This design comes from an exercise in tuning for small area on the open sky130 flow, not from production work.
The RTL was checked by simulation tests, not by an equivalence proof against the original design.
Power figures rest on the tool's default switching activity, not on a simulated workload.

== the previous run ==
==> flow/design.v (excerpt) <==
module grbl_stepper (
    input  wire        clk,
    input  wire        rst,
    input  wire [5:0]  cfg_invert_mask,
    input  wire        cfg_invert_enable,
    input  wire [15:0] cfg_accel_period,
    input  wire [31:0] cfg_min_rate,
    input  wire        tick,
    input  wire        pulse_reset,
    input  wire        cmd_valid,
    input  wire [7:0]  cmd,
    input  wire [3:0]  seg_head,
    input  wire [2:0]  blk_head,
    output reg  [6:0]  mem_addr,
    input  wire [31:0] mem_rdata,
    output reg  [5:0]  pins,
    output reg         disable_line,
    output reg         tick_enabled,
    output reg  [1:0]  run_state,
    output reg         cycle_stop,
    output reg  [3:0]  fault,
    output reg  [3:0]  seg_tail,
    output reg  [2:0]  blk_tail,
    output reg  [31:0] pos_x,
    output reg  [31:0] pos_y,
    output reg  [31:0] pos_z
);
==> flow/config.mk <==
export PLATFORM = sky130hd
export DESIGN_NAME = grbl_stepper
export DESIGN_NICKNAME = grbl_stepper
export VERILOG_FILES = /design/flow/design.v
export SDC_FILE = /design/flow/constraint.sdc
export NUM_CORES = 4
export LEC_CHECK = 0
export CAP_MARGIN = 0
export CORE_MARGIN = 2
export CORE_UTILIZATION = 75
export PLACE_DENSITY = 0.85
export SLEW_MARGIN = 0
==> flow/constraint.sdc <==
create_clock -name core_clock -period 12.5 [get_ports {clk}]
set_input_delay 2.5000 -clock core_clock [delete_from_list [all_inputs] [get_ports {clk}]]
set_output_delay 2.5000 -clock core_clock [all_outputs]
set_load 0.01 [all_outputs]
standard.sh (not shown) runs the stock make flow with config.mk's settings and CLKGATE_MAP_FILE= SYNTH_SCRIPT=/design/flow/synth_recipe.tcl, a recipe that flattens the netlist after the stock synthesis.
==> flow/flow/run.sh <==
#!/bin/bash
# Standard ORFS layout with three changes:
# - after synthesis, OpenROAD's restructure re-maps the combinational logic
#   for area (with a copy of the library that leaves out the don't-use cells);
# - the port buffers are the smallest buffer cell (repair may upsize them);
# - the clock tree uses smaller buffers, larger sink clusters, no dummy loads.
set -euo pipefail
export BUFFER_PORTS_ARGS="-buffer_cell sky130_fd_sc_hd__buf_1"
export CTS_ARGS="-sink_clustering_enable -repair_clock_nets -buf_list {sky130_fd_sc_hd__clkbuf_4 sky130_fd_sc_hd__clkbuf_8} -sink_clustering_size 16 -sink_clustering_max_diameter 50 -dont_use_dummy_load"
bash standard.sh synth > synth.log 2>&1
python3 flow/filter_lib.py "$FLOW_HOME/platforms/sky130hd/lib/sky130_fd_sc_hd__tt_025C_1v80.lib" \
    restructure.lib 'sky130_fd_sc_hd__lpflow_*' 'sky130_fd_sc_hd__probe*' > filter_lib.log 2>&1
mkdir -p restructure_work
openroad -no_init -exit flow/restructure.tcl > restructure.log 2>&1
touch "orfs/results/$FLOW_PLATFORM/grbl_stepper/base/1_synth.sdc"
bash standard.sh > standard.log 2>&1
Other scripts of this flow, unchanged in this note and not shown: flow/flow/filter_lib.py, flow/flow/restructure.tcl
The previous run ended with every stage complete and zero timing, DRC or antenna violations.
Input changes introduced in the current run (baseline for comparison: the previous run):
--- a/flow/design.v
+++ b/flow/design.v
@@ -47,13 +47,13 @@
     reg [1:0]  ph;
     reg [31:0] r0, r1, r2, r3;
     reg [31:0] rate;
     reg [15:0] ramp_count;
     reg [1:0]  ramp_state;
     reg [7:0]  segment_steps;
-    reg        cur_eob, cur_decel;
+    reg        cur_eob;
     reg [3:0]  cur_data;
     reg        load_pend, load_blk;
     reg [2:0]  b_dir;
     reg [2:0]  sf;             
     reg        staged;
     reg        pulse_armed;
@@ -403,13 +403,12 @@
                     end else if (load_blk && blk_tail == blk_head) begin
                         fault <= F_NO_BLOCK;
                         state <= ST_IDLE;
                     end else begin
                         segment_steps <= seg_w[7:0];
                         cur_eob <= seg_w[12];
-                        cur_decel <= seg_w[13];
                         cur_data <= seg_w[11:8];
                         ramp_state <= ap_ramp_state;
                         load_pend <= 1'b0;
                         load_blk <= 1'b0;
                         blk_tick <= load_blk;
                         sub <= 3'd0;
### Flow results
The current run completed end to end with timing, DRC and antenna clean. Summary of the comparison: share of total power in the clock network is higher in the current run, relative to the previous run. Going from the previous run to the current run, maximum frequency went up 6.0%, total sequential power held, overall power consumption held, number of buffers and inverters on the critical path went down 1, largest stage delay on the critical path went up 0.11 ns. The current run vs the previous run, overall fraction of global-route tracks in use went up by 3.3 points. Diff the current run..the previous run | sequential share of layout area | negligible. As far as cell area is concerned, the previous run and the current run perform about the same. On die outline area, the previous run and the current run are neck and neck. Compared with the previous run, number of non-clock buffers in the layout in the current run decreased slightly.

RTL: one of the versions met above, not the one the previous note started from.
Size in the first run: roughly 1400 cells after synthesis, roughly 230 I/O pins.
Settings: LEC_CHECK=0, CAP_MARGIN=0, CORE_MARGIN=2, CORE_UTILIZATION=65, PLACE_DENSITY=0.75, SLEW_MARGIN=0; clock period 12.5 ns.
==> flow/flow/filter_lib.py <==
#!/usr/bin/env python3
# Copy a liberty file without the named cells (shell-style patterns).
import fnmatch, re, sys
src, dst = sys.argv[1], sys.argv[2]
pats = sys.argv[3:]
text = open(src).read()
out = []
pos = 0
for m in re.finditer(r'\n\s*cell\s*\(\s*"?([\w]+)"?\s*\)\s*\{', text):
    if m.start() < pos:
        continue
    name = m.group(1)
    if not any(fnmatch.fnmatch(name, p) for p in pats):
        continue
    # find the matching closing brace
    depth = 0
    i = m.end() - 1
    while True:
        c = text[i]
        if c == '{':
            depth += 1
        elif c == '}':
            depth -= 1
            if depth == 0:
                break
        i += 1
    out.append(text[pos:m.start()])
    pos = i + 1
out.append(text[pos:])
open(dst, 'w').write(''.join(out))
==> flow/flow/restructure.tcl <==
# Area recovery on the synthesized netlist: OpenROAD's restructure re-maps
# the combinational logic with ABC for area (registers are kept as they are).
set res orfs/results/$::env(FLOW_PLATFORM)/grbl_stepper/base
read_liberty $::env(FLOW_HOME)/platforms/sky130hd/lib/sky130_fd_sc_hd__tt_025C_1v80.lib
read_db $res/1_synth.odb
read_sdc $res/1_synth.sdc
source $::env(FLOW_HOME)/platforms/sky130hd/setRC.tcl
report_design_area
restructure -target area -liberty_file restructure.lib \
    -tielo_port sky130_fd_sc_hd__conb_1/LO -tiehi_port sky130_fd_sc_hd__conb_1/HI \
    -work_dir restructure_work -abc_logfile restructure_abc.log
report_design_area
report_wns
write_db $res/1_synth.odb
Scripts as last shown in full above: flow/flow/run.sh
Edit:
--- a/flow/design.v
+++ b/flow/design.v
@@ -44,19 +44,19 @@
                ST_PEND = 3'd7;   
     reg [2:0]  state;
     reg [2:0]  sub;
     reg [1:0]  ph;
     reg [31:0] r0, r1, r2, r3;
     reg [31:0] rate;
     reg [15:0] ramp_count;
     reg [1:0]  ramp_state;
     reg [7:0]  segment_steps;
-    reg        cur_eob;
+    reg        cur_eob, cur_decel;
     reg [3:0]  cur_data;
     reg        load_pend, load_blk;
     reg [2:0]  b_dir;
     reg [2:0]  sf;             
     reg        staged;
     reg        pulse_armed;
     reg        blk_tick;       
     reg        bad;            
     reg        flag;           
@@ -400,18 +400,19 @@
                     end else if (seg_fault != F_NONE) begin
                         fault <= seg_fault;
                         state <= ST_IDLE;
                     end else if (load_blk && blk_tail == blk_head) begin
                         fault <= F_NO_BLOCK;
                         state <= ST_IDLE;
                     end else begin
                         segment_steps <= seg_w[7:0];
                         cur_eob <= seg_w[12];
+                        cur_decel <= seg_w[13];
                         cur_data <= seg_w[11:8];
                         ramp_state <= ap_ramp_state;
                         load_pend <= 1'b0;
                         load_blk <= 1'b0;
                         blk_tick <= load_blk;
                         sub <= 3'd0;
                         state <= load_blk ? ST_BLK : ST_RAMP;
                     end
                 end
What happened:
- worst setup slack gets worse by 0.73 ns
- register-to-register slack gets worse by 0.28 ns
- non-clock buffer count climbs by 6
- count of clock-buffer cells in the layout climbs by 7
- global-route usage climbs by 1.7 points
- via count climbs slightly
- cell area climbs slightly
- total power climbs by a few percent
- final cell count climbs slightly

## re-timing with driven ports
The results above use ideal ports. As a check the final layouts listed here were re-extracted and re-timed, cells and wires unchanged.
Step 1, drivers: a clkbuf_16 drives clk and a buf_2 each remaining input, both assumed.
Step 2 also shifts input and output timing later by t, the mid clock arrival at the registers, as if the neighbouring blocks saw the same clock.
Three values: ideal ports, drivers, drivers and shift; two values: the first two.
| run | shift t [ns] | setup WS [ns] | worst setup path at the end | worst data-port slew with drivers (ns) |
|---|---|---|---|---|
| the previous run | 0.625 | 1.058 / 1.086 / 0.461 | input to register | 0.09 |
| the current run | 0.619 | 1.701 / 1.726 / 1.106 | input to register | 0.09 |
| the first run of note 2 | 0.604 | 1.920 / 1.934 / 1.330 | input to register | 0.08 |
| the second run of note 2 | 0.577 | 1.190 / 1.215 / 0.638 | input to register | 0.08 |
After both steps every run listed still meets setup and hold. The setup slack of the previous run, which loses most, moves by +0.028 ns with the drivers and by -0.597 ns with both steps.
